What follows belongs to an exercise in optimizing a design on an open flow for small area, a short achievable clock period and few clock cycles; a production flow would make more cautious choices. The RTL was checked by simulation tests, not by an equivalence proof against the original design. Power figures rest on the tool's default switching activity, not on a simulated workload.

==> design/flow/design.v <==
module pdk_engine (
    input  wire        clk,
    input  wire        rst,
    output wire [9:0]  imem_addr,
    input  wire [15:0] imem_rdata,
    output reg         io_we,
    output reg  [3:0]  io_waddr,
    output wire [7:0]  io_wdata,
    output reg         halted,
    output reg  [2:0]  fault_code,
    output reg         fault_write,
    output wire [15:0] fault_info,
    output wire [15:0] pc_o,
    output wire [15:0] acc_o,
    output wire [7:0]  sp_o,
    output wire [7:0]  flags_o,
    output wire [31:0] cycles_o
);
    localparam F_INSN  = 3'd1;
    localparam F_DATA  = 3'd2;
    localparam F_IO    = 3'd3;
    localparam F_OPC   = 3'd5;
    localparam F_STACK = 3'd6;
    reg [15:0]  pc;       
    reg [15:0]  ir;       
    reg         irv;      
    reg         irk;      
    reg         uop2;     
    reg [9:0]   fa;       
    reg         rv;       
    reg [15:0]  acc;
    reg [31:0]  ticks;
    reg [5:0]   ra;       
    reg         rst_q;    
    reg [511:0] dm;       
    reg [127:0] io;       
    reg d_ill, d_dbad, d_iobad, d_sfault;
    wire [7:0] sp    = io[23:16];
    wire [7:0] spm1  = sp - 8'd1;
    wire sp_push_bad = (sp >= 8'd63);
    wire sp_pop_bad  = (sp == 8'd0) || (sp >= 8'd65);
    wire sp_call_bad = (sp >= 8'd62);
    wire sp_ret_bad  = (sp < 8'd2) || (sp >= 8'd65);
    wire [7:0] flags = io[7:0];
    assign imem_addr  = fa;
    assign pc_o       = pc;
    assign acc_o      = acc;
    assign sp_o       = sp;
    assign flags_o    = flags;
    assign cycles_o   = ticks;
    assign fault_info = ir;
    assign io_wdata   = acc[7:0];
    wire [15:0] w    = imem_rdata;
    wire [3:0]  wop  = w[15:12];
    wire        whi0 = (w[11:8] == 4'd0);
    wire        wlo0 = (w[7:0] == 8'd0);
    wire        w_lda = (wop == 4'h3);
    wire        w_legal = (wop <= 4'h5) && whi0 && (wop != 4'h0 || wlo0) ||
                          (wop == 4'h8) || (wop == 4'h9) ||
                          (wop >= 4'h6 && wop <= 4'hC) && whi0 && wlo0;
    wire        w_dbad  = (wop == 4'h2 || wop == 4'h3) && whi0 && (w[7:6] != 2'd0);
    wire        w_iobad = (wop == 4'h4 || wop == 4'h5) && whi0 && (w[7:4] != 4'd0);
    wire [3:0] op = ir[15:12];
    wire [7:0] a  = ir[7:0];
    wire is_ldi  = (op == 4'h1);
    wire is_sta  = (op == 4'h2);
    wire is_lda  = (op == 4'h3);
    wire is_out  = (op == 4'h4);
    wire is_in   = (op == 4'h5);
    wire is_push = (op == 4'h6);
    wire is_pop  = (op == 4'h7);
    wire is_jmp  = (op == 4'h8);
    wire is_call = (op == 4'h9);
    wire is_ret  = (op == 4'hA);
    wire is_dec  = (op == 4'hB);
    wire is_skz  = (op == 4'hC);
    wire f_insn  = (pc[15:10] != 6'd0);
    wire f_stack = (is_push && sp_push_bad) || (is_pop && sp_pop_bad) ||
                   (is_call && sp_call_bad) || (is_ret && sp_ret_bad);
    wire fault   = f_insn | d_sfault | f_stack;
    wire ex    = irv && !halted;
    wire exk   = ex && irk;                   
    wire ex2   = ex && !irk && uop2;          
    wire ex1   = ex && !irk && !uop2;         
    wire go1   = ex1 && !fault;               
    wire accz  = (acc == 16'd0);
    wire skip  = go1 && is_skz && accz;
    wire [15:0] next  = pc + 16'd1;
    wire [7:0]  dm_rdata = dm[8*ra +: 8];
    wire        dm_we    = ex1 && (is_sta || is_push || is_call) || ex2 && is_call;
    wire [5:0]  dm_waddr = is_sta ? a[5:0] : sp[5:0];
    wire [7:0]  dm_wdata = is_call ? (uop2 ? next[15:8] : next[7:0]) : acc[7:0];
    wire [7:0]  dm_wd    = rst_q ? 8'd0 : dm_wdata;
    wire [7:0]  io_rdata = io[8*a[3:0] +: 8];
    wire        io_wr    = go1 && is_out;
    wire        sp_wr    = io_wr && a[3:0] == 4'd2;
    wire        sp_inc   = go1 && (is_push || is_call) || ex2 && is_call;
    wire        sp_dec   = go1 && (is_pop || is_ret) || ex2 && is_ret;
    wire done  = exk || go1 && !(is_jmp || is_call || is_ret) || ex2 && !is_ret;
    wire load  = !halted && (!irv || done);
    wire redir = load && rv && !skip && (wop == 4'h8 || wop == 4'h9);
    genvar g;
    generate
        for (g = 0; g < 64; g = g + 1) begin : g_dm
            always @(posedge clk)
                if (rst_q || (dm_we && dm_waddr == g))
                    dm[8*g +: 8] <= dm_wd;
        end
        for (g = 0; g < 16; g = g + 1) begin : g_io
            if (g == 2) begin : g_sp
                always @(posedge clk)
                    if (rst_q)
                        io[8*g +: 8] <= 8'd0;
                    else if (sp_wr)
                        io[8*g +: 8] <= acc[7:0];
                    else if (sp_inc)
                        io[8*g +: 8] <= sp + 8'd1;
                    else if (sp_dec)
                        io[8*g +: 8] <= spm1;
            end else begin : g_b
                always @(posedge clk)
                    if (rst_q || (io_wr && a[3:0] == g))
                        io[8*g +: 8] <= rst_q ? 8'd0 : acc[7:0];
            end
        end
    endgenerate
    always @(posedge clk) begin
        rst_q    <= rst;
        io_waddr <= a[3:0];
        if (rst) begin
            pc          <= 16'd0;
            irv         <= 1'b0;
            irk         <= 1'b0;
            uop2        <= 1'b0;
            fa          <= 10'd0;
            rv          <= 1'b0;
            acc         <= 16'd0;
            ticks       <= 32'd0;
            ra          <= 6'h3F;
            halted      <= 1'b0;
            io_we       <= 1'b0;
            fault_code  <= 3'd0;
            fault_write <= 1'b0;
        end else begin
            io_we <= io_wr;
            if (ex)
                ticks <= ticks + 32'd1;
            if (ex1 && fault) begin
                halted      <= 1'b1;
                fault_code  <= f_insn   ? F_INSN :
                               d_ill    ? F_OPC :
                               d_dbad   ? F_DATA :
                               d_iobad  ? F_IO : F_STACK;
                fault_write <= !f_insn && d_dbad && is_sta;
            end
            if (load ? w_lda : is_lda)
                ra <= load ? w[5:0] : a[5:0];
            else if (sp_wr)
                ra <= acc[5:0] - 6'd1;
            else if (sp_inc)
                ra <= sp[5:0];
            else if (sp_dec)
                ra <= spm1[5:0] - 6'd1;
            else
                ra <= spm1[5:0];
            if (exk || go1 && !(is_jmp || is_call || is_ret))
                pc <= next;
            else if (go1 && is_ret)
                pc[15:8] <= dm_rdata;
            else if (ex2 && is_ret)
                pc[7:0] <= dm_rdata;
            else if (ex2)
                pc <= {4'd0, ir[11:0]};
            if (go1) begin
                if (is_ldi)
                    acc <= {8'd0, a};
                if (is_lda || is_pop)
                    acc <= {8'd0, dm_rdata};
                if (is_in)
                    acc <= {8'd0, io_rdata};
                if (is_dec)
                    acc <= acc - 16'd1;
            end
            if (go1 && (is_jmp || is_call || is_ret))
                uop2 <= 1'b1;
            else if (ex2)
                uop2 <= 1'b0;
            if (load) begin
                irv <= rv;
                irk <= skip;
            end else if (ex2 && is_ret) begin
                irv <= 1'b0;
            end
            if (ex2 && is_ret) begin
                fa <= {pc[9:8], dm_rdata};
                rv <= 1'b0;
            end else if (redir) begin
                fa <= w[9:0];
                rv <= 1'b0;
            end else begin
                fa <= fa + 10'd1;
                rv <= 1'b1;
            end
        end
    end
    always @(posedge clk) begin
        if (!rst && ex1 && fault) begin
            ir <= f_insn  ? pc :
                  d_ill   ? ir :
                  d_dbad || d_iobad ? {8'd0, a} : {8'd0, sp};
        end else if (!rst && load) begin
            ir       <= w;
            d_ill    <= !w_legal;
            d_dbad   <= w_dbad;
            d_iobad  <= w_iobad;
            d_sfault <= !w_legal || w_dbad || w_iobad;
        end
    end
endmodule
==> design/flow/flow/run.sh <==
#!/bin/bash
# The standard layout (the standard.sh, all ORFS steps unchanged), except
# that the port buffers ORFS puts on every input and output are buf_4 cells
# rather than the library's smallest buffer, which is a slow delay cell.
# make's full output goes to standard.log here; ORFS's own per-step logs are
# under orfs/logs/.
set -euo pipefail
export BUFFER_PORTS_ARGS="-buffer_cell sky130_fd_sc_hd__buf_4"
bash standard.sh > standard.log 2>&1
==> design/flow/standard.sh <==
#!/bin/bash
# synth_recipe.tcl (not shown) runs the flow's synth.tcl, then flattens the netlist and writes it again
# the make line also repeats each setting of config.mk as NAME=value (left out here)
make -C /OpenROAD-flow-scripts/flow DESIGN_CONFIG=/design/flow/config.mk WORK_HOME=/design/flow/orfs CLKGATE_MAP_FILE= SYNTH_SCRIPT=/design/flow/synth_recipe.tcl "${@:-finish}"
==> design/flow/config.mk <==
export PLATFORM = sky130hd
export DESIGN_NAME = pdk_engine
export DESIGN_NICKNAME = pdk_engine
export VERILOG_FILES = /design/flow/design.v
export SDC_FILE = /design/flow/constraint.sdc
export NUM_CORES = 4
export LEC_CHECK = 0
export CAP_MARGIN = 20
export CORE_MARGIN = 2
export CORE_UTILIZATION = 55
export CTS_CLUSTER_DIAMETER = 100
export CTS_CLUSTER_SIZE = 24
export PLACE_DENSITY = 0.7
export SETUP_SLACK_MARGIN = 5
export SLEW_MARGIN = 20
==> design/flow/constraint.sdc <==
create_clock -name core_clock -period 8.0 [get_ports {clk}]
set_input_delay 1.6000 -clock core_clock [delete_from_list [all_inputs] [get_ports {clk}]]
set_output_delay 1.6000 -clock core_clock [all_outputs]
set_load 0.01 [all_outputs]
==> results.txt, run 1 <==
status=no timing/DRC/antenna violations; initial drt markers=2527; Die Y-Extent=246.9 microns; fin. max-slew vios=0; Flop pwr share=59.3%; Area Growth Syn to Fin=16.58%; hold crit path type=flop to flop; Inst Count DP=2789; Clk pin slew, worst setup/hold paths=0.10 ns; final critical-path required period=3.098 ns; worst hold start=fault_code[1]$_SDFFE_PP0P_; Fin Clk Skew=0.02250 ns; Hold Crit Depth=2; CTS H-Tree Depth=2; starting density of the core=55.29%; Slew Limit Headroom=29.45%; CP cell instances=buf_4, buf_6, buf_6; Worst EP arrival=1.50 ns; DR vias/cell=6.583; fraction of layout cells with a size suffix above 1=33.57%; asr flop ratio synth=0%; ANT nets after route=0; DRC Markers=0; Place WS=3.734 ns; TritonRoute pass-1 iters=6; Seq/Total Area, Yosys=66.70%; post-layout util=64.45%; Tot GR Track Use=28.51%; fill cell count=4031; CTS Sinks=755; Worst-Skew Late Latency=0.61 ns; most frequent cells in the layout=edfxtp_1, buf_4, mux4_2; FF-to-FF End=ra[2]$_SDFF_PP1_; Reg-to-Reg Start=ir[12]$_DFFE_PP_; DP Area=34050 sq um; non-filler cells, final=3005; vias in the first global route=18980; cts bufs inserted=37; Clk Tree Root Cell=clkbuf_16; routed length per instance=29.06 microns; final hold vios=0; Worst Setup SP=ir[14]$_DFFE_PP_; r2r setup slk=4.91 ns; PortBufs=141; IO Count=142; multi-input logic area=10840 sq um; GPL Wtd Cong=0.9139; combinational share of power=12.5%; CTS tree=built; Synth top area share=60.34%; power per cell area=200.2 nW/um^2; net count reported at finish=2239; buffer depth of the longest clock path=3; Yosys reg bits=755; Peak Freq=322.8 MHz; synth top area cells=edfxtp_1, mux4_2, dfxtp_1; clock network power share=28.1%; critical path class=flop to output pin; worst-path fanout max=4; Worst EP required=6.40 ns; largest net degree at the start of global routing=77; R2R cell count=9; largest area contributor in the netlist=edfxtp_1; post-DP HPWL=51.73 mm; Worst Slack Setup Final=4.902 ns; Yosys warnings=1; slowest library cell on the worst path=edfxtp_1; GRT overflow=0; VDD IR-drop max=0.2625 mV; Hold EP=fault_code[1]$_SDFFE_PP0P_; most common cell after layout, fill and taps aside=edfxtp_1; unrepaired setup endpoints after global routing=yes; Worst setup SP type=flop; total core area=58690 sq um; most used cell, CP=buf_6; Post-CTS Hold Fix Bufs=0; die width=246.9 microns; max_cap viols=0; CP peak stage delay=0.49 ns; number of flops mapped to enable cells by yosys=652; full die area=60950 sq um; Worst-Margin Slew=1.051 ns; DRT Wirelength=87.33 mm; Syn Inst Count=1991; endpoints failing setup=0; # rows=89; primary flip-flop cell chosen by synthesis mapping=edfxtp_1; switching power=1803 uW; antenna violations before repair=0; DR vias=19780; Post-Syn Nets=2021; Seq. cell area=21700 sq um; first-pass GRT wire length=126.0 mm; Switching Fraction=23.81%; Int Pwr=5769 uW; P_leak=0.01373 uW; post-route cell area=37830 sq um; Synth Cell Area=32450 sq um; period utilization=38.73%; crit end category=output pin; syn avg cell area=16.30 sq um; synth unique cells=86; Setup Total Neg Slack=0 ns
==> stage by stage <==
stage                     hold WS [ns]  total power (uW)
after global routing            0.4905              7773
after detailed placement        0.4570              5322
after floorplan                 0.4274              5045
after global placement          0.4436              5304
after CTS                       0.4707              7532
final                           0.4723              7571
==> cell usage after synthesis, drive strengths merged, types with 12 or more instances <==
cell type  instances
a21o              56
a21oi             77
and3              16
buf               59
clkbuf            82
dfxtp            103
edfxtp           652
ha                12
inv               15
mux2i             24
mux4             206
nand2             96
nand2b            13
nand3             41
nand4             15
nor2             148
nor2b             14
nor3              32
nor3b             12
nor4              15
o21ai             50
o21bai            25
or3               17
xnor2             23
xor2              38
==> worst max path at each step <==
stage                                      to  depth (start not counted)  slack, ns
after global routing         ra[2]$_SDFF_PP1_                          9       4.87
after detailed placement    dm[347]$_DFFE_PP_                          5       3.73
final                          fault_info[14]                          3       4.90
after floorplan           io[21]$_SDFFE_PP0P_                         12       5.01
after CTS                    ra[2]$_SDFF_PP1_                          9       4.90
after global placement     pc[9]$_SDFFE_PP0P_                         10       3.65
==> area by class of cell <==
cell class	count	share of cell area, %
clock buffers	58	2.739
multi-input cells	1081	28.66
inverters	16	0.1786
well taps	773	2.557
diodes	1	0.006616
clock inverters	3	0.1323
flip-flops and latches	755	57.38
repair buffers	318	8.349
==> flip-flops by register name (all words and copies together), names as in the netlist, 3 cells and up <==
register	count
dm	512
io	128
ticks	32
acc	16
ir	16
pc	16
fa	10
ra	6
io_waddr	4
fault_code	3
==> metal layers <==
layer	track usage, %	wire (microns)	vias up
li1	-	-	8335
met1	39.03	33300	10170
met2	47.03	43120	1080
met3	4.298	7338	199
met4	10.10	3564	0
met5	0	0	-
==> critical path: cells and delay by family (launching register included) <==
| family | cells | cell delay (ns) |
|---|---|---|
| flops | 1 | 0.49 |
| buf+inv | 3 | 0.41 |
==> kinds of logic (layout without fill, tap and decap cells) <==
group | Yosys count | count (layout) | synth area share (%)
mux | 237 | 237 | 15.28
simple gates | 461 | 463 | 7.096
other cells | 0 | 1 | 0
fa+ha+maj | 12 | 12 | 0.4627
buf+inv | 157 | 395 | 2.460
flops | 755 | 755 | 66.70
compound gates | 308 | 308 | 6.355
xor+xnor | 61 | 61 | 1.647
==> power by group through the flow <==
| stage | Combinational, uW | Sequential, uW | Clock [uW] |
|---|---|---|---|
| floorplan | 487 | 4560 | 0 |
| global placement | 705 | 4600 | 0 |
| detailed placement | 712 | 4610 | 0 |
| CTS | 884 | 4490 | 2160 |
| global route | 985 | 4510 | 2280 |
| finish | 948 | 4490 | 2130 |
==> repair_timing <==
action | in CTS | in global routing
buffers inserted | 95 | 42
endpoints found under the setup margin | 1238 | 1112
pin swaps | 15 | 21
hold endpoints to repair | 0 | 0
gates resized for setup | 176 | 81
cloned | 13 | 4
Testbench counts, summed over its fixed seeds: cycles 43,778.
==> run 2, diff against run 1 <==
--- a/design/flow/config.mk
+++ b/design/flow/config.mk
@@ -11,5 +11,5 @@
 export CTS_CLUSTER_DIAMETER = 100
 export CTS_CLUSTER_SIZE = 24
 export PLACE_DENSITY = 0.7
-export SETUP_SLACK_MARGIN = 5
+export SETUP_SLACK_MARGIN = 4.7
 export SLEW_MARGIN = 20
==> run 2 against run 1 <==
- register-to-register slack worse by 0.16 ns
- cell count decreased by 4.3%
- sequential cell count stayed put
- sequential share of layout area rose by 3.0 points
- maximum frequency decreased by 4.6%
- synthesized area unchanged
- clock power is 2% lower
- sequential power about the same
- first-iteration DRC count down 21%
- utilization decreased by 3.3 points
- global-route usage fell by 1.5 points
- critical endpoint is now io[13]$_DFFE_PP_
- largest power group unchanged
==> results.txt, run 2 <==
R2R cell count=5; Peak Freq=307.9 MHz; Seq. cell area=21660 sq um; Largest register FFs=512; Flop pwr share=61.2%; worst-path fanout max=23; routed length per instance=28.25 microns; full die area=60950 sq um; largest area contributor in the netlist=edfxtp_1; total core area=58690 sq um; Int Pwr=5632 uW; Worst-Margin Slew=0.9843 ns; Worst EP arrival=3.48 ns; CTS H-Tree Depth=2; DR vias=18830; multi-input logic area=10500 sq um; GRT overflow=0; Crit path max-delay family=simple AND/OR/NAND/NOR gates; worst hold start=fault_code[1]$_SDFFE_PP0P_; largest net degree at the start of global routing=68; Worst EP required=8.24 ns; cts bufs inserted=37; DRC Markers=0; starting density of the core=55.29%; Setup Total Neg Slack=0 ns; Post-CTS Hold Fix Bufs=0; TritonRoute pass-1 iters=6; Hold Crit Depth=2; Yosys reg bits=755; syn avg cell area=16.30 sq um; Tot GR Track Use=27.00%; CP cell instances=or4b_4, or4_4, a2111o_1, nor2_1, a21o_1; final hold vios=0; most frequent cell after synthesis=edfxtp_1; power per cell area=204.9 nW/um^2; PortBufs=141; synth unique cells=86; Antenna Cells=0; Area Growth Syn to Fin=10.56%; CP bufs+invs=0; critical path class=flop to flop; Switching Fraction=23.37%; IO Count=142; Yosys warnings=1; Worst-Skew Late Latency=0.61 ns; Synth top area share=60.34%; hold crit path type=flop to flop; crit end category=flop; P_leak=0.01279 uW; DRT Wirelength=81.27 mm; buffer depth of the longest clock path=3; asr flop ratio synth=0%; most frequent cells in the layout=edfxtp_1, mux4_2, buf_4; period utilization=40.60%; slowest library cell on the worst path=or4b_4; fin. max-slew vios=0; CTS tree=built; CP peak stage delay=0.64 ns; max_cap viols=0; clock network power share=28.2%; r2r setup slk=4.75 ns; CTS Sinks=755; switching power=1717 uW; post-DP HPWL=51.98 mm; Die Y-Extent=246.9 microns; final critical-path required period=3.248 ns; net count reported at finish=2122; initial drt markers=1986; vias in the first global route=18500; Syn Inst Count=1991; combinational share of power=10.5%; ANT nets after route=0; number of flops mapped to enable cells by yosys=652; VDD IR-drop max=0.2185 mV; Fin Clk Skew=0.02166 ns; Post-Syn Nets=2021; fraction of layout cells with a size suffix above 1=27.09%; Synth Cell Area=32450 sq um; die width=246.9 microns; unrepaired setup endpoints after global routing=no; Slew Limit Headroom=34.24%; synth top area cells=edfxtp_1, mux4_2, dfxtp_1; FF-to-FF End=io[13]$_DFFE_PP_; primary flip-flop cell chosen by synthesis mapping=edfxtp_1; GPL Wtd Cong=0.9209; most common cell after layout, fill and taps aside=edfxtp_1; antenna violations before repair=0; Largest regs=dm (512), io (128), ticks (32); Reg-to-Reg Start=uop2$_SDFFE_PP0P_; # rows=89; DR vias/cell=6.546; Worst setup SP type=flop; Synth top cells by count=edfxtp_1, mux4_2, nor2_1, dfxtp_1, nand2_1; endpoints failing setup=0; status=no timing/DRC/antenna violations; most flop-heavy register=dm; fill cell count=4336; Clk Tree Root Cell=clkbuf_16; first-pass GRT wire length=120.6 mm; Clk pin slew, worst setup/hold paths=0.10 ns; Seq/Total Area, Yosys=66.70%; Hold EP=fault_code[1]$_SDFFE_PP0P_; post-layout util=61.13%
-- run 2: area by class of cell --
type / instances / area share (%)
flip-flops and latches: 755 / 60.39
clock inverters: 4 / 0.1535
repair buffers: 201 / 4.569
clock buffers: 47 / 2.745
inverters: 16 / 0.1883
well taps: 773 / 2.696
multi-input cells: 1081 / 29.26
-- run 2: repair_timing --
item,CTS,global route
gates resized for setup,89,32
buffers inserted,18,15
setup endpoints to repair,780,951
pin swaps,8,4
cloned,2,0
-- run 2: routing by layer --
metal / wire length (microns) / track usage (%) / vias up
li1: - / - / 8076
met1: 32060 / 37.65 / 9722
met2: 40100 / 44.41 / 872
met3: 6284 / 3.592 / 162
met4: 2824 / 9.054 / 0
met5: 0 / 0 / -
-- run 2: worst register-to-register path, cell delays in order, from the launching register on --
cell and delay, ns:
dfxtp_2 0.47, or4b_4 0.64, or4_4 0.48, a2111o_1 0.48, nor2_1 0.28, a21o_1 0.54
-- run 2: how the worst max path moves through the flow --
stage | from | to | slack, ns | depth (start not counted)
6_report | uop2$_SDFFE_PP0P_ | io[13]$_DFFE_PP_ | 4.75 | 5
5_1_grt | io[16]$_SDFFE_PP0P_ | acc[10]$_SDFFE_PP0P_ | 4.69 | 11
4_1_cts | ir[12]$_DFFE_PP_ | dm[411]$_DFFE_PP_ | 4.67 | 5
3_5_place_dp | io[17]$_SDFFE_PP0P_ | ir[2]$_DFFE_PP_ | 3.30 | 10
3_3_place_gp | io[17]$_SDFFE_PP0P_ | ir[1]$_DFFE_PP_ | 3.45 | 10
2_1_floorplan | pc[2]$_SDFFE_PP0P_ | dm[101]$_DFFE_PP_ | 4.72 | 8
-- run 2: power groups by stage --
stage	Combinational, uW	Sequential (uW)	Clock, uW
final	773	4500	2080
after global routing	815	4520	2250
after CTS	760	4500	2110
after detailed placement	713	4610	0
after global placement	707	4590	0
after floorplan	486	4560	0
-- run 2: logic make-up (layout without fill, tap and decap cells) --
family,after synthesis,count (layout),synth area share [%]
DFF,755,755,66.70
and+or+nand+nor,461,462,7.096
AOI/OAI and AO/OA,308,309,6.355
muxes,237,237,15.28
buffers and inverters,157,268,2.460
xor gates and xnor gates,61,61,1.647
adders and majority gates,12,12,0.4627
-- run 2: metrics by stage --
stage | setup WS, ns | cells | power, uW | hold WS [ns] | instance area (sq um)
6_report | 4.752 | 2877 | 7349 | 0.4789 | 35870
5_1_grt | 4.693 | 2877 | 7576 | 0.5247 | 35870
4_1_cts | 4.668 | 2862 | 7373 | 0.4793 | 35610
3_5_place_dp | 3.299 | 2791 | 5320 | 0.4614 | 34040
3_3_place_gp | 3.451 | 2791 | 5302 | 0.4537 | 34030
2_1_floorplan | 4.716 | 1991 | 5044 | 0.4274 | 32480
==> run 3, diff against run 2 <==
--- a/design/flow/config.mk
+++ b/design/flow/config.mk
@@ -11,5 +11,5 @@
 export CTS_CLUSTER_DIAMETER = 100
 export CTS_CLUSTER_SIZE = 24
 export PLACE_DENSITY = 0.7
-export SETUP_SLACK_MARGIN = 4.7
+export SETUP_SLACK_MARGIN = 4.9
 export SLEW_MARGIN = 20
==> run 3 against run 2 <==
- via count rose by 1.6%
- non-clock buffer count rose by 34
- wire length rose by 4.1%
- worst hold slack got worse by 0.0039 ns
- first-iteration DRC count rose by 2.5%
- critical path type unchanged
- sequential share of layout area fell by 1.0 points
- cell count rose by 1.3%
- maximum frequency rose by 3.5%
- still clean on timing, DRC and antenna
==> results.txt, run 3 <==
Syn Inst Count=1991; antenna violations before repair=0; worst-path fanout max=23; syn avg cell area=16.30 sq um; Largest regs=dm (512), io (128), ticks (32); period utilization=39.23%; DP Area=34040 sq um; PortBufs=141; r2r setup slk=4.86 ns; GRT overflow=0; asr flop ratio synth=0%; WP depth=5; Post-Syn Nets=2021; post-route cell area=36500 sq um; number of flops mapped to enable cells by yosys=652; Inst Count DP=2791; CP cell instances=or4b_4, or4_4, a2111o_1, nor2_1, a21o_2; met1 Track Usage GR=37.10%; fill cell count=4211; Seq/Total Area, Yosys=66.70%; M3 GR Usage=3.842%; FF-to-FF End=io[45]$_DFFE_PP_; final critical-path required period=3.138 ns; Synth Cell Area=32450 sq um; Peak Freq=318.6 MHz; Yosys warnings=1; final hold vios=0; met2 usage=46.24%; CTS H-Tree Depth=2; most frequent cell after synthesis=edfxtp_1; crit end category=flop; ANT nets after route=0; Largest register FFs=512; power per cell area=205.5 nW/um^2; CP peak stage delay=0.64 ns; VDD IR-drop max=0.2697 mV; primary flip-flop cell chosen by synthesis mapping=edfxtp_1; critical path class=flop to flop; Hold Crit Depth=2; Post-CTS Hold Fix Bufs=0; Slew Limit Headroom=28.93%; Crit path max-delay family=simple AND/OR/NAND/NOR gates; buffer depth of the longest clock path=3; largest area contributor in the netlist=edfxtp_1; Reg-to-Reg Start=uop2$_SDFFE_PP0P_; most flop-heavy register=dm; Worst EP arrival=3.42 ns; DR vias=19130; Antenna Cells=0; CTS Sinks=755; Area Growth Syn to Fin=12.49%; Yosys reg bits=755; largest net degree at the start of global routing=77; CP bufs+invs=0; Tot GR Track Use=27.51%; Die Y-Extent=246.9 microns; synth top area cells=edfxtp_1, mux4_2, dfxtp_1; first-pass GRT wire length=122.2 mm; most frequent cells in the layout=edfxtp_1, mux4_2, buf_4; R2R cell count=5; max_cap viols=0; unrepaired setup endpoints after global routing=yes; routed length per instance=29.03 microns; GRT busiest layer=met2; slowest library cell on the worst path=or4b_4; IO Count=142; endpoints failing setup=0; # rows=89; Worst-Skew Late Latency=0.62 ns; post-layout util=62.20%; net count reported at finish=2158; status=no timing/DRC/antenna violations; full die area=60950 sq um; Setup Total Neg Slack=0 ns; fraction of layout cells with a size suffix above 1=29.52%; DRC Markers=0; initial drt markers=2036; Worst Setup SP=uop2$_SDFFE_PP0P_; Synth top area share=60.34%; cts bufs inserted=38; CP endpoint=io[45]$_DFFE_PP_; starting density of the core=55.29%; Clk pin slew, worst setup/hold paths=0.10 ns; CTS tree=built; synth unique cells=86; TritonRoute pass-1 iters=7; vias in the first global route=18390; GPL Wtd Cong=0.9177; Worst EP required=8.28 ns; Clk Tree Root Cell=clkbuf_16; post-DP HPWL=52.93 mm; Fin Clk Skew=0.03216 ns; DRT Wirelength=84.60 mm; total core area=58690 sq um; fin. max-slew vios=0; Worst-Margin Slew=1.064 ns; Worst setup SP type=flop; die width=246.9 microns; Synth top cells by count=edfxtp_1, mux4_2, nor2_1, dfxtp_1, nand2_1; most common cell after layout, fill and taps aside=edfxtp_1; DR vias/cell=6.563; non-filler cells, final=2914; hold crit path type=flop to flop; P_leak=0.01309 uW
## run 3: metrics by stage
stage          total power, uW  hold WS, ns  worst slack (ns)
2_1_floorplan             5045       0.4274             4.979
3_3_place_gp              5306       0.4426             3.798
3_5_place_dp              5323       0.4517             3.603
4_1_cts                   7476       0.4681             4.887
5_1_grt                   7696       0.4976             4.813
6_report                  7500       0.4750             4.862
## run 3: repair_timing
item / CTS / global route
endpoints found under the setup margin: 875 / 633
cloned: 3 / 4
pin swaps: 9 / 8
resized for setup: 109 / 51
buffers inserted: 33 / 30
## run 3: layout make-up
type / count / area [sq um] / share of cell area [%]
clock buffer: 48 / 1010 / 2.766
clock inverter: 5 / 72.57 / 0.1988
inverter: 16 / 63.81 / 0.1748
multi-input combinational: 1082 / 10550 / 28.90
sequential: 755 / 21670 / 59.38
tap: 773 / 967.2 / 2.650
timing repair buffer: 235 / 2162 / 5.923
## run 3: logic make-up (layout without fill, tap and decap cells)
| group | after synthesis | in the layout | share of synthesized area [%] |
|---|---|---|---|
| DFF | 755 | 755 | 66.70 |
| and+or+nand+nor | 461 | 463 | 7.096 |
| AOI/OAI and AO/OA | 308 | 309 | 6.355 |
| muxes | 237 | 237 | 15.28 |
| buffers and inverters | 157 | 304 | 2.460 |
| xor gates and xnor gates | 61 | 61 | 1.647 |
| adders and majority gates | 12 | 12 | 0.4627 |
## run 3: worst min-delay path, cell delays in order (launching register included)
cell     delay [ns]
dfxtp_1        0.33
nand2_1        0.06
a21oi_1        0.06
## run 3: routing by layer
metal | share of wire [%] | wire, microns
met5 | 0 | 0
met4 | 3.6 | 3037
met3 | 7.7 | 6490
met2 | 50 | 42240
met1 | 39 | 32830
## run 3: worst min path at each step
stage	from	to
6_report	fault_code[1]$_SDFFE_PP0P_	fault_code[1]$_SDFFE_PP0P_
5_1_grt	rv$_SDFF_PP0_	irv$_SDFFE_PP0P_
4_1_cts	rv$_SDFF_PP0_	irv$_SDFFE_PP0P_
3_5_place_dp	rv$_SDFF_PP0_	irv$_SDFFE_PP0P_
3_3_place_gp	rv$_SDFF_PP0_	irv$_SDFFE_PP0P_
2_1_floorplan	rv$_SDFF_PP0_	irv$_SDFFE_PP0P_
## run 3: power breakdown
group | internal, uW | switching [uW]
Sequential | 4420 | 74.3
Clock | 915 | 1250
Combinational | 366 | 476
==> run 4, diff against run 3 <==
--- a/design/flow/design.v
+++ b/design/flow/design.v
@@ -35,6 +35,7 @@
     reg [511:0] dm;       
     reg [127:0] io;       
     reg d_ill, d_dbad, d_iobad, d_sfault;
+    reg d_outok;          
     wire [7:0] sp    = io[23:16];
     wire [7:0] spm1  = sp - 8'd1;
     wire sp_push_bad = (sp >= 8'd63);
@@ -84,7 +85,7 @@
     wire ex1   = ex && !irk && !uop2;         
     wire go1   = ex1 && !fault;               
     wire accz  = (acc == 16'd0);
-    wire skip  = go1 && is_skz && accz;
+    wire skip  = ex1 && is_skz && accz;
     wire [15:0] next  = pc + 16'd1;
     wire [7:0]  dm_rdata = dm[8*ra +: 8];
     wire        dm_we    = ex1 && (is_sta || is_push || is_call) || ex2 && is_call;
@@ -92,11 +93,14 @@
     wire [7:0]  dm_wdata = is_call ? (uop2 ? next[15:8] : next[7:0]) : acc[7:0];
     wire [7:0]  dm_wd    = rst_q ? 8'd0 : dm_wdata;
     wire [7:0]  io_rdata = io[8*a[3:0] +: 8];
-    wire        io_wr    = go1 && is_out;
+    wire        io_wr    = ex1 && d_outok && !f_insn;
     wire        sp_wr    = io_wr && a[3:0] == 4'd2;
     wire        sp_inc   = go1 && (is_push || is_call) || ex2 && is_call;
     wire        sp_dec   = go1 && (is_pop || is_ret) || ex2 && is_ret;
-    wire done  = exk || go1 && !(is_jmp || is_call || is_ret) || ex2 && !is_ret;
+    wire        sp_wr_x  = ex1 && is_out && a[3:0] == 4'd2;
+    wire        sp_inc_x = ex1 && (is_push || is_call) || ex2 && is_call;
+    wire        sp_dec_x = ex1 && (is_pop || is_ret) || ex2 && is_ret;
+    wire done  = exk || ex1 && !(is_jmp || is_call || is_ret) || ex2 && !is_ret;
     wire load  = !halted && (!irv || done);
     wire redir = load && rv && !skip && (wop == 4'h8 || wop == 4'h9);
     genvar g;
@@ -155,11 +159,11 @@
             end
             if (load ? w_lda : is_lda)
                 ra <= load ? w[5:0] : a[5:0];
-            else if (sp_wr)
+            else if (sp_wr_x)
                 ra <= acc[5:0] - 6'd1;
-            else if (sp_inc)
+            else if (sp_inc_x)
                 ra <= sp[5:0];
-            else if (sp_dec)
+            else if (sp_dec_x)
                 ra <= spm1[5:0] - 6'd1;
             else
                 ra <= spm1[5:0];
@@ -181,7 +185,7 @@
                 if (is_dec)
                     acc <= acc - 16'd1;
             end
-            if (go1 && (is_jmp || is_call || is_ret))
+            if (ex1 && (is_jmp || is_call || is_ret))
                 uop2 <= 1'b1;
             else if (ex2)
                 uop2 <= 1'b0;
@@ -214,6 +218,7 @@
             d_dbad   <= w_dbad;
             d_iobad  <= w_iobad;
             d_sfault <= !w_legal || w_dbad || w_iobad;
+            d_outok  <= (wop == 4'h4) && whi0 && (w[7:4] == 4'd0);
         end
     end
 endmodule
==> run 4 against run 3 <==
- still clean on timing, DRC and antenna
- combinational power grew 5.9%
- clock skew is essentially flat
- synthesized area grew 0.22%
- sequential share of layout area shrank 0.17 points
- utilization grew 0.27 points
- sequential cell count grew 1
- clock-buffer cell count grew 8
- cell area grew 0.44%
- register-to-register slack gained 0.07 ns
- critical endpoint is now sp_o[7]
==> results.txt, run 4 <==
Area Growth Syn to Fin=12.74%; Crit path max-delay family=flip-flops; period utilization=38.89%; antenna violations before repair=1; fill cell count=4154; Seq. cell area=21710 sq um; Post-CTS Hold Fix Bufs=0; net count reported at finish=2188; number of flops mapped to enable cells by yosys=653; worst-path fanout max=8; asr flop ratio synth=0%; DR vias=19560; cts bufs inserted=38; Largest regs=dm (512), io (128), ticks (32); Synth top area share=60.30%; IO Count=142; Fin Clk Skew=0.03214 ns; most flop-heavy register=dm; post-route cell area=36660 sq um; CTS H-Tree Depth=2; CP peak stage delay=0.69 ns; Syn Inst Count=2033; Slew Limit Headroom=26.94%; fraction of layout cells with a size suffix above 1=30.61%; DR vias/cell=6.627; unrepaired setup endpoints after global routing=yes; power per cell area=206.5 nW/um^2; r2r setup slk=4.93 ns; endpoints failing setup=0; Clk Tree Root Cell=clkbuf_16; DRC Markers=0; Yosys warnings=1; Peak Freq=321.4 MHz; VDD IR-drop max=0.2115 mV; Synth top cells by count=edfxtp_1, mux4_2, nor2_1, nand2_1, dfxtp_1; CP cell instances=buf_4; Worst-Skew Late Latency=0.61 ns; largest net degree at the start of global routing=75; largest area contributor in the netlist=edfxtp_1; fin. max-slew vios=0; Setup Total Neg Slack=0 ns; Worst EP arrival=1.51 ns; # rows=89; Die Y-Extent=247.1 microns; hold crit path type=flop to flop; Worst-Margin Slew=1.096 ns; Antenna Cells=0; full die area=61080 sq um; most common cell after layout, fill and taps aside=edfxtp_1; Yosys reg bits=756; initial drt markers=2323; synth top area cells=edfxtp_1, mux4_2, dfxtp_1; TritonRoute pass-1 iters=6; Worst setup SP type=flop; crit end category=output pin; buffer depth of the longest clock path=3; Seq/Total Area, Yosys=66.65%; P_leak=0.01320 uW; CTS Sinks=756; Worst EP required=6.40 ns; Post-Syn Nets=2063; total core area=58690 sq um; final hold vios=0; critical path class=flop to output pin; Synth Cell Area=32520 sq um; post-layout util=62.47%; DRT Wirelength=89.11 mm; Tot GR Track Use=28.81%; slowest library cell on the worst path=dfxtp_1; multi-input logic area=10600 sq um; max_cap viols=0; PortBufs=141; ANT nets after route=0; primary flip-flop cell chosen by synthesis mapping=edfxtp_1; most frequent cell after synthesis=edfxtp_1; routed length per instance=30.19 microns; final critical-path required period=3.111 ns; Largest register FFs=512; CTS tree=built; Clk pin slew, worst setup/hold paths=0.11 ns; vias in the first global route=18560; die width=247.1 microns; synth unique cells=79; starting density of the core=55.41%; first-pass GRT wire length=127.9 mm; status=no timing/DRC/antenna violations; GRT overflow=0; CP bufs+invs=1; post-DP HPWL=55.37 mm; DP Area=34300 sq um; syn avg cell area=15.99 sq um; most frequent cells in the layout=edfxtp_1, mux4_2, buf_4; GPL Wtd Cong=0.9404
[run 4: what timing repair did]
item / 4_1_cts / 5_1_grt
endpoints found under the setup margin: 1092 / 973
buffers inserted: 34 / 12
pin swaps: 9 / 7
cloned: 5 / 6
gates resized for setup: 144 / 46
[run 4: cell type report]
type | count | area share, %
well taps | 773 | 2.638
clock inverters | 5 | 0.1399
flip-flops and latches | 756 | 59.21
multi-input cells | 1110 | 28.91
clock buffers | 56 | 2.836
inverters | 27 | 0.2969
repair buffers | 225 | 5.966
[run 4: routing by layer]
layer / wire length (microns) / GRT usage (%) / part of all wire, % / vias up
met4: 3193 / 9.213 / 3.6 / 0
met5: 0 / 0 / 0 / -
met2: 42890 / 45.91 / 48 / 1077
met1: 34670 / 40.78 / 39 / 10060
li1: - / - / - / 8263
met3: 8353 / 5.123 / 9.4 / 164
[run 4: kinds of logic (layout without fill, tap and decap cells)]
group	Yosys count	after routing	share of synthesized area (%)
compound gates	300	300	6.507
simple gates	496	498	7.507
fa+ha+maj	12	12	0.4617
xor+xnor	67	67	1.805
flops	756	756	66.65
buf+inv	169	313	2.313
mux	233	233	14.76
[run 4: through the flow]
stage                     hold slack, ns  cells  worst slack (ns)  total power, uW
after global placement            0.4778   2829             3.699             5390
after CTS                         0.4975   2933             4.900             7569
after global routing              0.5141   2952             4.880             7782
after detailed placement          0.4869   2833             3.649             5407
final                             0.4967   2952             4.889             7570
after floorplan                   0.4306   2033             4.901             5105
[run 4: tightest hold or removal path, stage by stage, from the launching register on]
cell and delay, ns:
dfxtp_1 0.35, nand2_1 0.07, a21oi_1 0.05
[run 4: worst paths after layout]
check,startpoint,to,cells after the start
setup reg to reg,ir[14]$_DFFE_PP_,dm[99]$_DFFE_PP_,6
setup / recovery,io[23]$_SDFFE_PP0P_,sp_o[7],1
hold reg to reg,rv$_SDFF_PP0_,irv$_SDFFE_PP0P_,2
hold / removal,rv$_SDFF_PP0_,irv$_SDFFE_PP0P_,2
[run 4: power breakdown]
part	switching [uW]	internal (uW)
combinational	504	388
clock	1220	923
sequential	95.4	4440
Testbench counts of run 4, summed over its fixed seeds: cycles 43,778.
==> run 5, diff against run 4 <==
==> design/flow/flow/run.sh (replaced) <==
#!/bin/bash
# The standard layout (the standard.sh, all ORFS steps unchanged), except
# that the port buffers ORFS puts on every input and output are buf_2 cells
# rather than the library's smallest buffer, which is a slow delay cell.
# make's full output goes to standard.log here; ORFS's own per-step logs are
# under orfs/logs/.
set -euo pipefail
export BUFFER_PORTS_ARGS="-buffer_cell sky130_fd_sc_hd__buf_2"
bash standard.sh > standard.log 2>&1
--- a/design/flow/config.mk
+++ b/design/flow/config.mk
@@ -11,5 +11,5 @@
 export CTS_CLUSTER_DIAMETER = 100
 export CTS_CLUSTER_SIZE = 24
 export PLACE_DENSITY = 0.7
-export SETUP_SLACK_MARGIN = 4.9
+export SETUP_SLACK_MARGIN = 4.8
 export SLEW_MARGIN = 20
==> run 5 against run 4 <==
- worst hold slack got worse by 0.012 ns
- first-iteration DRC count decreased by 12%
- setup slack got worse by 0.036 ns
- sequential power about the same
- combinational power decreased by 6.1%
- synthesized cell count unchanged
- synthesized area unchanged
- largest power group unchanged
- power decreased by 0.58%
- cell area decreased by 2.3%
- non-clock buffer count decreased by 14
- cell count decreased by 0.78%
- largest cell class unchanged
==> results.txt, run 5 <==
most frequent cells in the layout=edfxtp_1, mux4_2, buf_2; DR vias/cell=6.602; max_cap viols=0; Seq. cell area=21700 sq um; asr flop ratio synth=0%; Post-Syn Nets=2063; Largest regs=dm (512), io (128), ticks (32); Yosys warnings=1; starting density of the core=55.41%; synth unique cells=79; Hold EP=irv$_SDFFE_PP0P_; Clk Tree Root Cell=clkbuf_16; CTS tree=built; buffer depth of the longest clock path=3; power per cell area=210.2 nW/um^2; post-DP HPWL=52.83 mm; Clk pin slew, worst setup/hold paths=0.09 ns; die width=247.1 microns; IO Count=142; crit end category=flop; Die Y-Extent=247.1 microns; endpoints failing setup=0; period utilization=39.34%; Hold Crit Depth=2; r2r setup slk=4.85 ns; Synth top cells by count=edfxtp_1, mux4_2, nor2_1, nand2_1, dfxtp_1; initial drt markers=2051; CTS Sinks=756; Worst setup SP type=flop; antenna violations before repair=0; final critical-path required period=3.147 ns; P_leak=0.01298 uW; most frequent cell after synthesis=edfxtp_1; routed length per instance=28.74 microns; multi-input logic area=10450 sq um; total core area=58690 sq um; syn avg cell area=15.99 sq um; Synth Cell Area=32520 sq um; CTS H-Tree Depth=2; fin. max-slew vios=0; DRT Wirelength=84.17 mm; largest area contributor in the netlist=edfxtp_1; cts bufs inserted=39; fill cell count=4235; PortBufs=141; Yosys reg bits=756; R2R cell count=8; first-pass GRT wire length=123.0 mm; most flop-heavy register=dm; DRC Markers=0; final hold vios=0; critical path class=flop to flop; full die area=61080 sq um; Reg-to-Reg Start=ir[12]$_DFFE_PP_; Worst EP required=8.29 ns; net count reported at finish=2173; Seq/Total Area, Yosys=66.65%; Fin Clk Skew=0.03125 ns; VDD IR-drop max=0.2292 mV; FF-to-FF End=ir[14]$_DFFE_PP_; Syn Inst Count=2033; hold crit path type=flop to flop; largest net degree at the start of global routing=75; Tot GR Track Use=27.61%; Worst Slack Setup Final=4.853 ns; Worst-Skew Late Latency=0.61 ns; primary flip-flop cell chosen by synthesis mapping=edfxtp_1; Worst EP arrival=3.43 ns; synth top area cells=edfxtp_1, mux4_2, dfxtp_1; Worst-Margin Slew=1.014 ns; unrepaired setup endpoints after global routing=yes; status=no timing/DRC/antenna violations; Largest register FFs=512; Antenna Cells=0; Place WS=3.488 ns; Synth top area share=60.30%; most common cell after layout, fill and taps aside=edfxtp_1; fraction of layout cells with a size suffix above 1=28.85%; # rows=89; vias in the first global route=18550; GRT overflow=0; Peak Freq=317.8 MHz; Area Growth Syn to Fin=10.12%; worst hold start=rv$_SDFF_PP0_; Slew Limit Headroom=32.13%; Setup Total Neg Slack=0 ns; TritonRoute pass-1 iters=8; ANT nets after route=0; DR vias=19340; number of flops mapped to enable cells by yosys=653; GPL Wtd Cong=0.9646; worst-path fanout max=30
[run 5: changes by cell type in the layout (fill, tap and decap cells not counted), sizes merged]
cell and change:
clkbuf -14, clkinvlp -2, bufbuf -2, nor2 -1
buf -9, clkinv +5, inv +1, and2 -1
[run 5: layout make-up]
cell class / instances / area share [%]
sequential: 756 / 60.61
inverter: 27 / 0.2935
tap: 773 / 2.701
timing repair buffer: 211 / 4.127
clock buffer: 45 / 2.788
multi-input combinational: 1108 / 29.18
clock inverter: 9 / 0.2970
[run 5: worst max path at each step]
stage                                   start                    to  slack [ns]  cells past startpoint
after detailed placement     ir[13]$_DFFE_PP_      ir[12]$_DFFE_PP_        3.49                      7
after global routing      io[18]$_SDFFE_PP0P_  acc[14]$_SDFFE_PP0P_        4.75                      7
after global placement       ir[13]$_DFFE_PP_      ir[13]$_DFFE_PP_        3.57                      7
after CTS                 io[18]$_SDFFE_PP0P_  acc[13]$_SDFFE_PP0P_        4.80                      6
final                        ir[12]$_DFFE_PP_      ir[14]$_DFFE_PP_        4.85                      8
after floorplan              ir[12]$_DFFE_PP_      ir[10]$_DFFE_PP_        4.81                      9
[run 5: power breakdown]
part           leakage (uW)  switching [uW]  internal [uW]
Clock              0.000538            1250            916
Combinational       0.00488             490            347
Sequential          0.00756            85.5           4440
Total                0.0130            1830           5700
[run 5: cells by family after synthesis]
family | after synthesis | share of synthesized area [%]
flip-flops | 756 | 66.65
AND/OR/NAND/NOR | 496 | 7.507
AO/OA/AOI/OAI | 300 | 6.507
multiplexers | 233 | 14.76
buffers and inverters | 169 | 2.313
XOR/XNOR | 67 | 1.805
adder cells (fa/ha/maj) | 12 | 0.4617
[run 5: worst max-delay path, stage by stage, from the launching register on]
cell,delay [ns]
edfxtp_1,0.43
buf_4,0.19
or4b_2,0.63
a211o_1,0.33
and2_1,0.19
a31oi_4,0.26
and2_4,0.39
o21ai_0,0.18
nand2_2,0.23
[run 5: what timing repair did]
item,in CTS,in global routing
gates cloned,2,1
hold buffers,0,0
setup buffers,22,19
gates resized for setup,105,42
setup endpoints to repair,867,857
pin swaps,5,3
[run 5: per-layer routing]
| metal | share of wire (%) | GRT usage [%] | vias up |
|---|---|---|---|
| li1 | - | - | 8207 |
| met1 | 39 | 38.35 | 9937 |
| met2 | 49 | 45.19 | 1015 |
| met3 | 8.5 | 4.211 | 177 |
| met4 | 3.5 | 9.072 | 0 |
| met5 | 0 | 0 | - |
[run 5: through the flow]
stage	power, uW	cell area [sq um]	util (%)	std cells	hold WS (ns)
floorplan	5104	32540	-	2033	0.4306
global placement	5364	33830	57.64	2830	0.4726
detailed placement	5383	33860	57.69	2831	0.4748
CTS	7547	35520	60.53	2909	0.4864
global route	7759	35810	61.02	2929	0.5043
finish	7526	35810	61.02	2929	0.4843
==> run 6, diff against run 5 <==
--- a/design/flow/config.mk
+++ b/design/flow/config.mk
@@ -11,5 +11,5 @@
 export CTS_CLUSTER_DIAMETER = 100
 export CTS_CLUSTER_SIZE = 24
 export PLACE_DENSITY = 0.7
-export SETUP_SLACK_MARGIN = 4.8
+export SETUP_SLACK_MARGIN = 5
 export SLEW_MARGIN = 20
==> run 6 against run 5 <==
- combinational power increased by 9.7%
- non-clock buffer count increased by 46
- utilization increased by 1.8 points
- sequential cell count unchanged
- critical path depth increased by 1
- setup slack improved by 0.045 ns
==> results.txt, run 6 <==
status=no timing/DRC/antenna violations; DRT Wirelength=87.93 mm; Worst-Margin Slew=1.081 ns; total core area=58690 sq um; Yosys reg bits=756; Largest regs=dm (512), io (128), ticks (32); most flop-heavy register=dm; Int Pwr=5791 uW; hold crit path type=flop to flop; largest area contributor in the netlist=edfxtp_1; DR vias=19760; initial drt markers=2242; starting density of the core=55.41%; Hold EP=fault_code[0]$_SDFFE_PP0P_; critical path class=flop to flop; Clk Tree Root Cell=clkbuf_16; net count reported at finish=2222; buffer depth of the longest clock path=3; P_leak=0.01344 uW; CTS Sinks=756; vias in the first global route=19100; multi-input logic area=10810 sq um; IO Count=142; final hold vios=0; clock network power share=28.7%; GRT overflow=0; CTS tree=built; Hold Crit Depth=2; Synth top cells by count=edfxtp_1, mux4_2, nor2_1, nand2_1, dfxtp_1; Flop pwr share=59.2%; DR vias/cell=6.596; Power Total=7645 uW; die width=247.1 microns; slowest library cell on the worst path=nor2_1; period utilization=38.78%; Peak Freq=322.4 MHz; non-filler cells, final=2996; FF-to-FF End=ra[1]$_SDFF_PP1_; Largest register FFs=512; synth top area cells=edfxtp_1, mux4_2, dfxtp_1; combinational share of power=12.0%; TritonRoute pass-1 iters=6; number of flops mapped to enable cells by yosys=653; R2R cell count=9; antenna violations before repair=0; Worst-Skew Late Latency=0.60 ns; Switching Fraction=24.26%; Crit path max-delay family=simple AND/OR/NAND/NOR gates; Worst EP arrival=3.59 ns; CP cell instances=buf_4, nor4bb_1, buf_4, nand2_1, a21oi_1, nor2_1, mux2i_4, o21ai_0, a31o_2; full die area=61080 sq um; Fin Clk Skew=0.02663 ns; worst-path fanout max=9; DRC Markers=0; most frequent cell after synthesis=edfxtp_1; VDD IR-drop max=0.1872 mV; syn avg cell area=15.99 sq um; fin. max-slew vios=0; post-DP HPWL=54.37 mm; Setup Total Neg Slack=0 ns; final critical-path required period=3.102 ns; CP bufs+invs=2; Worst setup SP type=flop; Seq/Total Area, Yosys=66.65%; endpoints failing setup=0; first-pass GRT wire length=127.9 mm; Synth top area share=60.30%; crit end category=flop; Slew Limit Headroom=27.79%; Reg-to-Reg Start=ir[15]$_DFFE_PP_; CTS H-Tree Depth=2; r2r setup slk=4.90 ns; routed length per instance=29.35 microns; fill cell count=4196; switching power=1854 uW; unrepaired setup endpoints after global routing=yes; Clk pin slew, worst setup/hold paths=0.10 ns; post-layout util=62.85%; primary flip-flop cell chosen by synthesis mapping=edfxtp_1; ANT nets after route=0; Tot GR Track Use=28.73%; PortBufs=141; most frequent cells in the layout=edfxtp_1, mux4_2, buf_2; max_cap viols=0; Area Growth Syn to Fin=13.43%; worst hold start=fault_code[0]$_SDFFE_PP0P_; # rows=89; fraction of layout cells with a size suffix above 1=32.76%; power per cell area=207.3 nW/um^2; Seq. cell area=21720 sq um; GPL Wtd Cong=0.9455; cts bufs inserted=38; CP peak stage delay=0.73 ns; Syn Inst Count=2033; Die Y-Extent=247.1 microns; asr flop ratio synth=0%; Yosys warnings=1; Inst Count DP=2834; Worst EP required=8.48 ns; Synth Cell Area=32520 sq um; most used cell, CP=buf_4; largest net degree at the start of global routing=75; synth unique cells=79; Post-Syn Nets=2063; most common cell after layout, fill and taps aside=edfxtp_1
==> run 6: cell counts after synthesis <==
No cell type changed its count.
==> run 6: layout make-up <==
class                   count  area share (%)
multi-input cells        1112           29.30
repair buffers            257           5.797
well taps                 773           2.622
inverters                  27          0.2849
clock buffers              65           2.914
flip-flops and latches    756           58.89
clock inverters             5          0.1866
diodes                      1        0.006784
==> run 6: how the worst max path moves through the flow <==
stage	start	endpoint	slack [ns]	cells past startpoint
after CTS	io[20]$_SDFFE_PP0P_	ir[5]$_DFFE_PP_	4.92	8
after global routing	ir[15]$_DFFE_PP_	ra[1]$_SDFF_PP1_	4.84	9
final	ir[15]$_DFFE_PP_	ra[1]$_SDFF_PP1_	4.90	9
after global placement	ir[13]$_DFFE_PP_	ir[12]$_DFFE_PP_	3.64	7
after floorplan	pc[0]$_SDFFE_PP0P_	dm[102]$_DFFE_PP_	4.91	8
after detailed placement	ir[13]$_DFFE_PP_	ir[14]$_DFFE_PP_	3.51	7
==> run 6: per-layer routing <==
layer / track usage (%) / wire length (microns) / vias up / share of wire [%]
met2: 45.92 / 42240 / 1056 / 48
met5: 0 / 0 / - / 0
met1: 40.16 / 34240 / 10150 / 39
li1: - / - / 8333 / -
met4: 11.23 / 4021 / 0 / 4.6
met3: 4.330 / 7433 / 227 / 8.5
==> run 6: power by group through the flow <==
stage / Clock, uW / Combinational [uW] / Sequential, uW
final: 2200 / 919 / 4530
after detailed placement: 0 / 751 / 4630
after floorplan: 0 / 533 / 4570
after global placement: 0 / 739 / 4630
after global routing: 2350 / 962 / 4540
after CTS: 2220 / 877 / 4530
==> run 6: cell families after synthesis <==
family	share of synthesized area, %
AOI/OAI and AO/OA	6.507
xor gates and xnor gates	1.805
adders and majority gates	0.4617
buffers and inverters	2.313
DFF	66.65
muxes	14.76
and+or+nand+nor	7.507
==> run 6: repair_timing <==
| action | in CTS | in global routing |
|---|---|---|
| resized for setup | 191 | 62 |
| pin swaps | 16 | 14 |
| endpoints found under the setup margin | 1135 | 809 |
| buffers inserted | 59 | 20 |
| hold buffers | 0 | 0 |
| gates cloned | 7 | 5 |
==> run 6: worst min-delay path: cells and delay by family, from the launching register on <==
kind,cells,cell delay (ns)
AO/OA/AOI/OAI,1,0.05
flip-flops,1,0.33
AND/OR/NAND/NOR,1,0.10
==> run 6: metrics by stage <==
stage / hold WS [ns] / instance area (sq um) / setup slack, ns
floorplan: 0.4306 / 32590 / 4.911
global placement: 0.4660 / 33850 / 3.639
detailed placement: 0.4708 / 33940 / 3.507
CTS: 0.4844 / 36360 / 4.917
global route: 0.5335 / 36880 / 4.836
finish: 0.5087 / 36880 / 4.898
==> run 7, diff against run 6 <==
--- a/design/flow/config.mk
+++ b/design/flow/config.mk
@@ -9,7 +9,7 @@
 export CORE_MARGIN = 2
 export CORE_UTILIZATION = 55
 export CTS_CLUSTER_DIAMETER = 100
-export CTS_CLUSTER_SIZE = 24
+export CTS_CLUSTER_SIZE = 20
 export PLACE_DENSITY = 0.7
-export SETUP_SLACK_MARGIN = 5
+export SETUP_SLACK_MARGIN = 4.9
 export SLEW_MARGIN = 20
==> run 7 against run 6 <==
- still clean on timing, DRC and antenna
- cell area fell by 1.6%
- setup slack worse by 0.0010 ns
- combinational power down 6.0%
- critical path depth decreased by 1
- critical path type unchanged
- critical endpoint is now io[18]$_SDFFE_PP0P_
==> results.txt, run 7 <==
DR vias/cell=6.568; Largest register FFs=512; r2r setup slk=4.90 ns; first-pass GRT wire length=125.4 mm; Clk pin slew, worst setup/hold paths=0.09 ns; most flop-heavy register=dm; worst-path fanout max=7; Worst EP arrival=3.59 ns; synth unique cells=79; Peak Freq=322.3 MHz; Seq/Total Area, Yosys=66.65%; DR vias=19440; buffer depth of the longest clock path=3; non-filler cells, final=2960; number of flops mapped to enable cells by yosys=653; hold crit path type=flop to flop; Worst EP required=8.49 ns; full die area=61080 sq um; Antenna Cells=0; Tot GR Track Use=28.20%; antenna violations before repair=0; IO Count=142; # rows=89; Syn Inst Count=2033; Clk Tree Root Cell=clkbuf_16; largest area contributor in the netlist=edfxtp_1; net count reported at finish=2190; routed length per instance=29.26 microns; power per cell area=213.0 nW/um^2; FF-to-FF End=io[18]$_SDFFE_PP0P_; CTS H-Tree Depth=2; CP endpoint=io[18]$_SDFFE_PP0P_; die width=247.1 microns; CTS tree=built; status=no timing/DRC/antenna violations; Worst Slack Setup Final=4.897 ns; fin. max-slew vios=0; Slew Limit Headroom=30.44%; ANT nets after route=0; fraction of layout cells with a size suffix above 1=29.77%; most common cell after layout, fill and taps aside=edfxtp_1; Synth top cells by count=edfxtp_1, mux4_2, nor2_1, nand2_1, dfxtp_1; VDD IR-drop max=0.2180 mV; syn avg cell area=15.99 sq um; Yosys warnings=1; asr flop ratio synth=0%; starting density of the core=55.41%; crit end category=flop; Yosys reg bits=756; final hold vios=0; period utilization=38.79%; DRT Wirelength=86.62 mm; PortBufs=141; Place WS=3.679 ns; post-DP HPWL=53.32 mm; Setup Total Neg Slack=0 ns; Post-CTS Hold Fix Bufs=0; Die Y-Extent=247.1 microns; vias in the first global route=18900; endpoints failing setup=0; post-layout util=61.85%; Worst-Skew Late Latency=0.62 ns; GRT overflow=0; synth top area cells=edfxtp_1, mux4_2, dfxtp_1; Fin Clk Skew=0.01800 ns; Worst-Margin Slew=1.040 ns; total core area=58690 sq um; P_leak=0.01320 uW; R2R cell count=8; Worst Setup SP=ir[15]$_DFFE_PP_; Synth top area share=60.30%; cts bufs inserted=44; final critical-path required period=3.103 ns; critical path class=flop to flop; DRC Markers=0; Synth Cell Area=32520 sq um; Inst Count DP=2833; CTS Sinks=756; GPL Wtd Cong=0.9631; max_cap viols=0; Worst setup SP type=flop; most frequent cell after synthesis=edfxtp_1; most frequent cells in the layout=edfxtp_1, mux4_2, buf_2; Reg-to-Reg Start=ir[15]$_DFFE_PP_; Post-Syn Nets=2063; TritonRoute pass-1 iters=6; Area Growth Syn to Fin=11.63%; largest net degree at the start of global routing=75; Largest regs=dm (512), io (128), ticks (32); unrepaired setup endpoints after global routing=yes; primary flip-flop cell chosen by synthesis mapping=edfxtp_1; initial drt markers=2208
run 7: area by class of cell:
class / count / area (sq um)
Clock buffer: 69 / 1216
Multi-Input combinational cell: 1111 / 10580
Clock inverter: 4 / 73.82
Sequential cell: 756 / 21710
Tap cell: 773 / 967.2
Timing Repair Buffer: 220 / 1637
Inverter: 27 / 108.9
Fill cell: 4235 / 22390
run 7: critical path: stages (launching register included):
cell      delay [ns]
edfxtp_1        0.47
clkbuf_2        0.22
or4b_2          0.59
a211o_1         0.33
nand4b_1        0.26
o21ai_0         0.24
a32o_2          0.37
o211a_1         0.13
or3_1           0.36
run 7: worst min path at each step:
stage,end,slack (ns),cells after the start,from
2_1_floorplan,io_waddr[0]$_DFF_P_,0.43,0,ir[0]$_DFFE_PP_
3_3_place_gp,irv$_SDFFE_PP0P_,0.45,2,rv$_SDFF_PP0_
3_5_place_dp,irv$_SDFFE_PP0P_,0.46,2,rv$_SDFF_PP0_
4_1_cts,irv$_SDFFE_PP0P_,0.49,2,rv$_SDFF_PP0_
5_1_grt,irv$_SDFFE_PP0P_,0.52,2,rv$_SDFF_PP0_
6_report,fault_code[1]$_SDFFE_PP0P_,0.50,2,fault_code[1]$_SDFFE_PP0P_
run 7: through the flow:
stage               area [sq um]  hold slack (ns)  total power (uW)
finish                     36300           0.5009              7732
global route               36300           0.5186              7951
CTS                        35890           0.4935              7724
detailed placement         33900           0.4590              5386
global placement           33850           0.4516              5369
floorplan                  32550           0.4306              5105
run 7: cell families (layout without fill, tap and decap cells):
logic type | count (synthesis) | in the layout | synth area share, %
flip-flops | 756 | 756 | 66.65
AND/OR/NAND/NOR | 496 | 499 | 7.507
AO/OA/AOI/OAI | 300 | 300 | 6.507
multiplexers | 233 | 233 | 14.76
buffers and inverters | 169 | 320 | 2.313
XOR/XNOR | 67 | 67 | 1.805
adder cells (fa/ha/maj) | 12 | 12 | 0.4617
run 7: what timing repair did:
| item | in CTS | in global routing |
|---|---|---|
| resized for setup | 111 | 59 |
| pin swaps | 7 | 8 |
| setup buffers | 27 | 17 |
| endpoints found under the setup margin | 890 | 941 |
| cloned | 5 | 4 |
run 7: routing by layer:
metal	global-route usage [%]	part of all wire, %
met5	0	0
met4	7.796	2.9
met3	3.896	8.5
met1	39.10	39
met2	47.21	50
run 7: power breakdown:
group | switching [uW] | internal [uW] | total (uW)
Clock | 1280 | 1070 | 2340
Sequential | 87.7 | 4440 | 4520
Combinational | 501 | 363 | 864
==> run 8, diff against run 7 <==
--- a/design/flow/config.mk
+++ b/design/flow/config.mk
@@ -9,7 +9,7 @@
 export CORE_MARGIN = 2
 export CORE_UTILIZATION = 55
 export CTS_CLUSTER_DIAMETER = 100
-export CTS_CLUSTER_SIZE = 20
+export CTS_CLUSTER_SIZE = 24
 export PLACE_DENSITY = 0.7
 export SETUP_SLACK_MARGIN = 4.9
 export SLEW_MARGIN = 20
==> run 8 against run 7 <==
- cell count shrank 0.44%
- clock skew increased by 0.0063 ns
- die area unchanged
- combinational power about the same
- utilization is 0.28 points lower
- non-clock buffer count unchanged
- highest routed layer unchanged
- clock power fell by 8%
- largest power group unchanged
- critical endpoint is now sp_o[7]
==> results.txt, run 8 <==
fill cell count=4276; max_cap viols=0; worst-path fanout max=8; Worst EP arrival=1.49 ns; DRT Wirelength=86.70 mm; critical path class=flop to output pin; Seq. cell area=21710 sq um; Largest register FFs=512; IO Count=142; cts bufs inserted=37; Yosys reg bits=756; Die Y-Extent=247.1 microns; Setup Total Neg Slack=0 ns; Tot GR Track Use=28.28%; GPL Wtd Cong=0.9631; Post-Synth Adder-Cell Area=0.4618%; Compound-Gate Fraction of Synth Area=6.507%; largest area contributor in the netlist=edfxtp_1; primary flip-flop cell chosen by synthesis mapping=edfxtp_1; Inst Count DP=2833; initial drt markers=2383; Yosys warnings=1; Slew Limit Headroom=25.55%; synth top area cells=edfxtp_1, mux4_2, dfxtp_1; most frequent cell after synthesis=edfxtp_1; unrepaired setup endpoints after global routing=yes; TritonRoute pass-1 iters=6; slowest library cell on the worst path=dfxtp_1; endpoints failing setup=0; Clk pin slew, worst setup/hold paths=0.10 ns; hold crit path type=flop to flop; P_leak=0.01310 uW; hold slack final=0.4791 ns; starting density of the core=55.41%; CTS tree=built; Simple-Gate Fraction of Synth Area=7.507%; GRT overflow=0; CP cell instances=buf_2; Largest regs=dm (512), io (128), ticks (32); total core area=58690 sq um; Area Growth Syn to Fin=11.12%; CTS Sinks=756; Worst-Skew Late Latency=0.61 ns; fraction of layout cells with a size suffix above 1=29.85%; Seq/Total Area, Yosys=66.65%; fin. max-slew vios=0; PortBufs=141; Synth Cell Area=32520 sq um; syn avg cell area=15.99 sq um; Peak Freq=323.4 MHz; routed length per instance=29.42 microns; buffer depth of the longest clock path=3; CTS H-Tree Depth=2; # rows=89; CP bufs+invs=1; Worst-Margin Slew=1.113 ns; Clk Tree Root Cell=clkbuf_16; multi-input logic area=10600 sq um; Antenna Cells=0; post-DP HPWL=53.32 mm; first-pass GRT wire length=125.7 mm; ANT nets after route=0; non-filler cells, final=2947; Synth top cells by count=edfxtp_1, mux4_2, nor2_1, nand2_1, dfxtp_1; crit end category=output pin; asr flop ratio synth=0%; number of flops mapped to enable cells by yosys=653; most flop-heavy register=dm; Post-Syn Nets=2063; antenna violations before repair=0; Fin Clk Skew=0.02425 ns; Syn Inst Count=2033; CP peak stage delay=0.66 ns; status=no timing/DRC/antenna violations; Worst EP required=6.40 ns; die width=247.1 microns; VDD IR-drop max=0.2327 mV; most frequent cells in the layout=edfxtp_1, mux4_2, buf_2; Power Total=7544 uW; period utilization=38.65%; largest net degree at the start of global routing=75; vias in the first global route=18810; post-layout util=61.57%; largest family of logic cells by synthesized area=multiplexers; Synth top area share=60.30%; XOR/XNOR Fraction of Synth Area=1.805%; synth unique cells=79; final hold vios=0; Worst setup SP type=flop; DR vias=19510; net count reported at finish=2183; most common cell after layout, fill and taps aside=edfxtp_1; mux contribution to synthesized area=14.76%; r2r setup slk=4.91 ns; final critical-path required period=3.092 ns; Crit path max-delay family=flip-flops; full die area=61080 sq um; power per cell area=208.8 nW/um^2; DR vias/cell=6.620; DRC Markers=0
## run 8: cell counts after synthesis
No cell type changed its count.
## run 8: final timing paths
check,startpoint,endpoint,depth (start not counted)
worst min register to register,rv$_SDFF_PP0_,irv$_SDFFE_PP0P_,2
worst max register to register,ir[14]$_DFFE_PP_,io[22]$_SDFFE_PP0P_,9
worst min-delay path,rv$_SDFF_PP0_,irv$_SDFFE_PP0P_,2
worst max-delay path,io[23]$_SDFFE_PP0P_,sp_o[7],1
## run 8: cell families after synthesis
group	after synthesis
adders and majority gates	12
muxes	233
AOI/OAI and AO/OA	300
buffers and inverters	169
DFF	756
and+or+nand+nor	496
xor gates and xnor gates	67
## run 8: per-stage QoR
step | setup slack (ns) | area [sq um]
after floorplan | 4.901 | 32550
after global placement | 3.740 | 33850
after detailed placement | 3.679 | 33900
after CTS | 4.862 | 35740
after global routing | 4.871 | 36130
final | 4.908 | 36130
## run 8: final cells by class
type / instances / share of cell area [%]
Clock inverter: 5 / 0.2147
Sequential cell: 756 / 60.09
Inverter: 27 / 0.3013
Multi-Input combinational cell: 1111 / 29.34
Tap cell: 773 / 2.677
Timing Repair Buffer: 220 / 4.564
Clock buffer: 55 / 2.808
## run 8: tightest hold or removal path, delay by kind of cell (launching register included)
kind,cells,cell delay (ns)
compound gates,1,0.05
flops,1,0.33
simple gates,1,0.06
## run 8: what timing repair did
action                                  in CTS  in global routing
gates resized for setup                    104                 75
buffers inserted                            32                 13
pin swaps                                    8                  6
endpoints found under the setup margin     910                888
hold buffers                                 0                  0
cloned                                       4                  5
## run 8: power by group
group / switching (uW) / internal (uW) / total [uW]
sequential: 88.4 / 4440 / 4520
clock: 1220 / 931 / 2150
combinational: 502 / 365 / 867
## run 8: per-layer routing
layer  share of wire, %  wire, microns  track usage, %
met1                 38          33190           39.35
met3                8.5           7353           3.885
met4                3.0           2579           7.672
met5                  0              0               0
met2                 50          43570           47.26

## re-timing with driven ports
The results above use ideal ports. As a check the final layouts listed here were re-extracted and re-timed, cells and wires unchanged. Step 1 (the two cells are an assumption about what drives the block):
set clk [get_ports {clk}]
set_driving_cell -lib_cell sky130_fd_sc_hd__clkbuf_16 $clk
set_driving_cell -lib_cell sky130_fd_sc_hd__buf_2 [delete_from_list [all_inputs] $clk]
Step 2 also shifts input and output timing later by t, the mid clock arrival at the registers, as if the neighbouring blocks saw the same clock. a / b / c = no drivers / after step 1 / after step 2; a / b = the first two.
run | t (ns) | setup WS [ns] | worst slew at a driven data input, ns | cell pins on the clock port's net
run 1 | 0.663 | 4.902 / 4.843 / 4.435 | 0.04 | 1
run 2 | 0.661 | 4.752 / 4.711 / 4.529 | 0.03 | 1
run 3 | 0.667 | 4.862 / 4.814 / 4.554 | 0.04 | 1
run 4 | 0.657 | 4.889 / 4.828 / 4.490 | 0.05 | 1
run 5 | 0.655 | 4.853 / 4.801 / 4.428 | 0.04 | 1
run 6 | 0.646 | 4.898 / 4.898 / 4.372 | 0.05 | 1
run 7 | 0.668 | 4.897 / 4.846 / 4.409 | 0.04 | 1
run 8 | 0.657 | 4.908 / 4.848 / 4.446 | 0.05 | 1
After both steps setup and hold are still met in every run listed. For run 6, which loses most, drivers alone change the setup slack by 0.000 ns; drivers and shift together by -0.526 ns.
